This design comes from an exercise in tuning for small area, a short achievable clock period and few clock cycles per item on the open sky130 flow, not from production work.
At most, simulation tests tie the RTL to the original design; equivalence was not proved.
Power figures rest on the tool's default switching activity, not on a simulated workload.

the baseline:
==> flow/design.v <==
module gf_engine (
    input  wire        clk,
    input  wire        rst,         
    input  wire        fa_we,
    input  wire [12:0] fa_wdata,
    input  wire        fb_we,
    input  wire [12:0] fb_wdata,
    output wire [12:0] fa,
    output wire [12:0] fb,
    output wire [12:0] fr,
    input  wire        cmd_valid,
    input  wire [31:0] cmd_word,
    output wire [7:0]  status
);
    reg [12:0] fa_r;
    reg [12:0] fb_r;
    reg [12:0] fr_r;
    reg        done_r;          
    reg        err_r;           
    assign fa     = fa_r;
    assign fb     = fb_r;
    assign fr     = fr_r;
    assign status = {3'b000, err_r, err_r, 1'b0, done_r, 1'b0};
    wire [12:0] fa4;
    gf_engine_sq2 u_sq2 (.a(fa_r), .y(fa4));
    wire [12:0] opa_lo;
    wire [12:0] opa_hi;
    gf_engine_sel u_sel_lo (.s0(cmd_word[0]), .a0(fa_r), .s1(cmd_word[1]), .a1(fa4), .y(opa_lo));
    gf_engine_sel u_sel_hi (.s0(cmd_word[0]), .a0(fa_r), .s1(cmd_word[1]), .a1(fa4), .y(opa_hi));
    wire [168:0] mcol;
    gf_engine_mcols u_mcols (.b(fb_r), .m(mcol));
    wire [12:0] prod;
    genvar gi, gk;
    generate
        for (gk = 0; gk < 13; gk = gk + 1) begin : g_row
            wire [12:0] m;
            for (gi = 0; gi < 13; gi = gi + 1) begin : g_m
                assign m[gi] = mcol[13*gi + gk];
            end
            gf_engine_dot13 u_dot (.m(m), .a((gk < 7) ? opa_lo : opa_hi), .y(prod[gk]));
        end
    endgenerate
    wire cmd_hi0     = (cmd_word[31:2] == 30'd0);
    wire is_gfmul    = cmd_hi0 && (cmd_word[1:0] == 2'b01);
    wire is_gfsq2mul = cmd_hi0 && (cmd_word[1:0] == 2'b10);
    wire legal       = is_gfmul | is_gfsq2mul;
    always @(posedge clk) begin
        if (rst) begin
            fa_r   <= 13'd0;
            fb_r   <= 13'd0;
            fr_r   <= 13'd0;
            done_r <= 1'b0;
            err_r  <= 1'b0;
        end else begin
            if (fa_we) fa_r <= fa_wdata;
            if (fb_we) fb_r <= fb_wdata;
            if (cmd_valid) begin
                done_r <= legal;
                err_r  <= !legal;
                if (legal) fr_r <= prod;
            end
        end
    end
endmodule
module gf_engine_sq2 (
    input  wire [12:0] a,
    output wire [12:0] y
);
    function [12:0] gf_sq;
        input [12:0] v;
        reg   [12:0] col;
        reg   [12:0] acc;
        integer i;
        begin
            col = 13'd1;
            acc = 13'd0;
            for (i = 0; i < 25; i = i + 1) begin
                if (i % 2 == 0)
                    acc = acc ^ (col & {13{v[i/2]}});
                col = {col[11:0], 1'b0} ^ {8'd0, col[12], col[12], 1'b0, col[12], col[12]};
            end
            gf_sq = acc;
        end
    endfunction
    assign y = gf_sq(gf_sq(a));
endmodule
module gf_engine_sel (
    input  wire        s0,
    input  wire [12:0] a0,
    input  wire        s1,
    input  wire [12:0] a1,
    output wire [12:0] y
);
    assign y = ({13{s0}} & a0) | ({13{s1}} & a1);
endmodule
module gf_engine_mcols (
    input  wire [12:0]  b,
    output wire [168:0] m
);
    wire [12:0] col [0:12];
    assign col[0] = b;
    genvar gi;
    generate
        for (gi = 1; gi < 13; gi = gi + 1) begin : g_col
            assign col[gi] = {col[gi-1][11:0], 1'b0}
                           ^ {8'd0, col[gi-1][12], col[gi-1][12], 1'b0, col[gi-1][12], col[gi-1][12]};
        end
        for (gi = 0; gi < 13; gi = gi + 1) begin : g_out
            assign m[13*gi +: 13] = col[gi];
        end
    endgenerate
endmodule
module gf_engine_dot13 (
    input  wire [12:0] m,
    input  wire [12:0] a,
    output wire        y
);
    assign y = ^(m & a);
endmodule
export LEC_CHECK = 0
export CAP_MARGIN = 20
export CORE_MARGIN = 2
export CORE_UTILIZATION = 40
export CTS_BUF_LIST = sky130_fd_sc_hd__clkbuf_8
export PLACE_DENSITY = 0.6
export SETUP_SLACK_MARGIN = 2.4
export SLEW_MARGIN = 20
export SYNTH_HIERARCHICAL = 1
export SYNTH_MINIMUM_KEEP_SIZE = 0
create_clock -name core_clock -period 5.0 [get_ports {clk}]
standard.sh (not shown) runs the stock make flow with config.mk's settings and CLKGATE_MAP_FILE= SYNTH_SCRIPT=/design/flow/synth_recipe.tcl, a recipe that flattens the netlist after the stock synthesis.
==> flow/flow/run.sh <==
#!/bin/bash
# Own layout flow: the standard flow (standard.sh), with two changes to
# how the layout is made:
#  * the port buffers that the standard flow inserts on every input and
#    output are sky130_fd_sc_hd__buf_1 instead of the default choice
#    (the resizer may still upsize them where timing needs it);
#  * the 3-input XOR/XNOR cells are added to the platform's don't-use list,
#    so that synthesis builds the XOR trees from faster 2-input cells.
# Everything else (synthesis script, floorplan, power grid, tap cells,
# placement, CTS, routing) is the standard flow unchanged.
set -euo pipefail
cd "$(dirname "$0")/.."

PLATFORM_DONT_USE="sky130_fd_sc_hd__probe_p_8 sky130_fd_sc_hd__probec_p_8 \
sky130_fd_sc_hd__lpflow_bleeder_1 sky130_fd_sc_hd__lpflow_clkbufkapwr_1 \
sky130_fd_sc_hd__lpflow_clkbufkapwr_16 sky130_fd_sc_hd__lpflow_clkbufkapwr_2 \
sky130_fd_sc_hd__lpflow_clkbufkapwr_4 sky130_fd_sc_hd__lpflow_clkbufkapwr_8 \
sky130_fd_sc_hd__lpflow_clkinvkapwr_1 sky130_fd_sc_hd__lpflow_clkinvkapwr_16 \
sky130_fd_sc_hd__lpflow_clkinvkapwr_2 sky130_fd_sc_hd__lpflow_clkinvkapwr_4 \
sky130_fd_sc_hd__lpflow_clkinvkapwr_8 sky130_fd_sc_hd__lpflow_decapkapwr_12 \
sky130_fd_sc_hd__lpflow_decapkapwr_3 sky130_fd_sc_hd__lpflow_decapkapwr_4 \
sky130_fd_sc_hd__lpflow_decapkapwr_6 sky130_fd_sc_hd__lpflow_decapkapwr_8 \
sky130_fd_sc_hd__lpflow_inputiso0n_1 sky130_fd_sc_hd__lpflow_inputiso0p_1 \
sky130_fd_sc_hd__lpflow_inputiso1n_1 sky130_fd_sc_hd__lpflow_inputiso1p_1 \
sky130_fd_sc_hd__lpflow_inputisolatch_1 sky130_fd_sc_hd__lpflow_isobufsrc_1 \
sky130_fd_sc_hd__lpflow_isobufsrc_16 sky130_fd_sc_hd__lpflow_isobufsrc_2 \
sky130_fd_sc_hd__lpflow_isobufsrc_4 sky130_fd_sc_hd__lpflow_isobufsrc_8 \
sky130_fd_sc_hd__lpflow_isobufsrckapwr_16 \
sky130_fd_sc_hd__lpflow_lsbuf_lh_hl_isowell_tap_1 \
sky130_fd_sc_hd__lpflow_lsbuf_lh_hl_isowell_tap_2 \
sky130_fd_sc_hd__lpflow_lsbuf_lh_hl_isowell_tap_4 \
sky130_fd_sc_hd__lpflow_lsbuf_lh_isowell_4 \
sky130_fd_sc_hd__lpflow_lsbuf_lh_isowell_tap_1 \
sky130_fd_sc_hd__lpflow_lsbuf_lh_isowell_tap_2 \
sky130_fd_sc_hd__lpflow_lsbuf_lh_isowell_tap_4"
EXTRA_DONT_USE="sky130_fd_sc_hd__xor3_1 sky130_fd_sc_hd__xor3_2 sky130_fd_sc_hd__xor3_4 \
sky130_fd_sc_hd__xnor3_1 sky130_fd_sc_hd__xnor3_2 sky130_fd_sc_hd__xnor3_4"

bash standard.sh finish \
    "DONT_USE_CELLS=$PLATFORM_DONT_USE $EXTRA_DONT_USE" \
    "BUFFER_PORTS_ARGS=-buffer_cell sky130_fd_sc_hd__buf_1" \
    > flow_make.log 2>&1
## Diff of input files: the candidate against the baseline
-- flow/design.v --
<<< the baseline, line 24
    wire [12:0] fa4;
    gf_engine_sq2 u_sq2 (.a(fa_r), .y(fa4));
    wire [12:0] opa_lo;
    wire [12:0] opa_hi;
    gf_engine_sel u_sel_lo (.s0(cmd_word[0]), .a0(fa_r), .s1(cmd_word[1]), .a1(fa4), .y(opa_lo));
    gf_engine_sel u_sel_hi (.s0(cmd_word[0]), .a0(fa_r), .s1(cmd_word[1]), .a1(fa4), .y(opa_hi));
    wire [168:0] mcol;
    gf_engine_mcols u_mcols (.b(fb_r), .m(mcol));
>>> the candidate, line 24
    wire [12:0] fa4;
    gf_engine_sq2 u_sq2 (.a(fa_r), .y(fa4));
    wire [12:0] opa;
    gf_engine_sel u_sel (.s0(cmd_word[0]), .a0(fa_r), .s1(cmd_word[1]), .a1(fa4), .y(opa));
    wire [168:0] mcol;
    gf_engine_mcols u_mcols (.b(fb_r), .m(mcol));
<<< the baseline, line 38
                assign m[gi] = mcol[13*gi + gk];
            end
            gf_engine_dot13 u_dot (.m(m), .a((gk < 7) ? opa_lo : opa_hi), .y(prod[gk]));
        end
    endgenerate
>>> the candidate, line 36
                assign m[gi] = mcol[13*gi + gk];
            end
            gf_engine_dot13 u_dot (.m(m), .a(opa), .y(prod[gk]));
        end
    endgenerate
Across the baseline and the candidate, none had a timing, DRC or antenna violation. Detailed route, the candidate vs the baseline: via total lower for the candidate. Higher leakage dissipation among the baseline and the candidate: the baseline. | hold slack | the baseline vs the candidate | ≈ equal |. Going from the baseline to the candidate, count of plain and timing-repair buffers climbed 2, combinational fraction of design power down 0.8 points, share of the synthesized netlist area taken by xor and xnor gates went up by 0.90 points, multi-input logic area went down by about 3%, fraction of the yosys area taken by sequential cells moved up. On number of global-route vias before repair, the higher figure sits with the baseline, not the candidate. Compared the baseline against the candidate; number of nets with antenna violations after detailed routing within noise. Of the baseline and the candidate, the higher area after synthesis belongs to the baseline. In the candidate, design area is lower than in the baseline. The post-place setup slack reported for the candidate is greater than that of the baseline by 0.25 ns.
Testbench counts of the candidate, summed over its fixed seeds: cycles 4,800, ops 2,400.
The RTL of the baseline was laid out without a check of its function.

[port drivers added, routing unchanged]
How much do the figures lean on ideal ports? The routed layouts below were timed once more, with nothing changed but the port constraints. Step 1 sets driving cells, clkbuf_16 on the clock port and buf_2 on the other inputs (assumed; they add their load-dependent delay and slew). Step 2, shift: input delay + t, output delay - t, t = (earliest + latest rising clock arrival at the registers) / 2. This alone moves slack from input paths to output paths. a / b / c = ideal ports / drivers / drivers and shift; a / b = the first two.
run	t (ns)	setup slack, ns	hold slack, ns	worst setup path after step 2
the baseline	0.344	2.487 / 2.497 / 2.156	0.475 / 0.475 / 0.475	input to register
the candidate	0.349	2.544 / 2.544 / 2.212	0.475 / 0.475 / 0.475	input to register
After both steps setup and hold are still met in every run listed. The setup slack of the candidate, which loses most, moves by 0.000 ns with the drivers and by -0.332 ns with both steps.
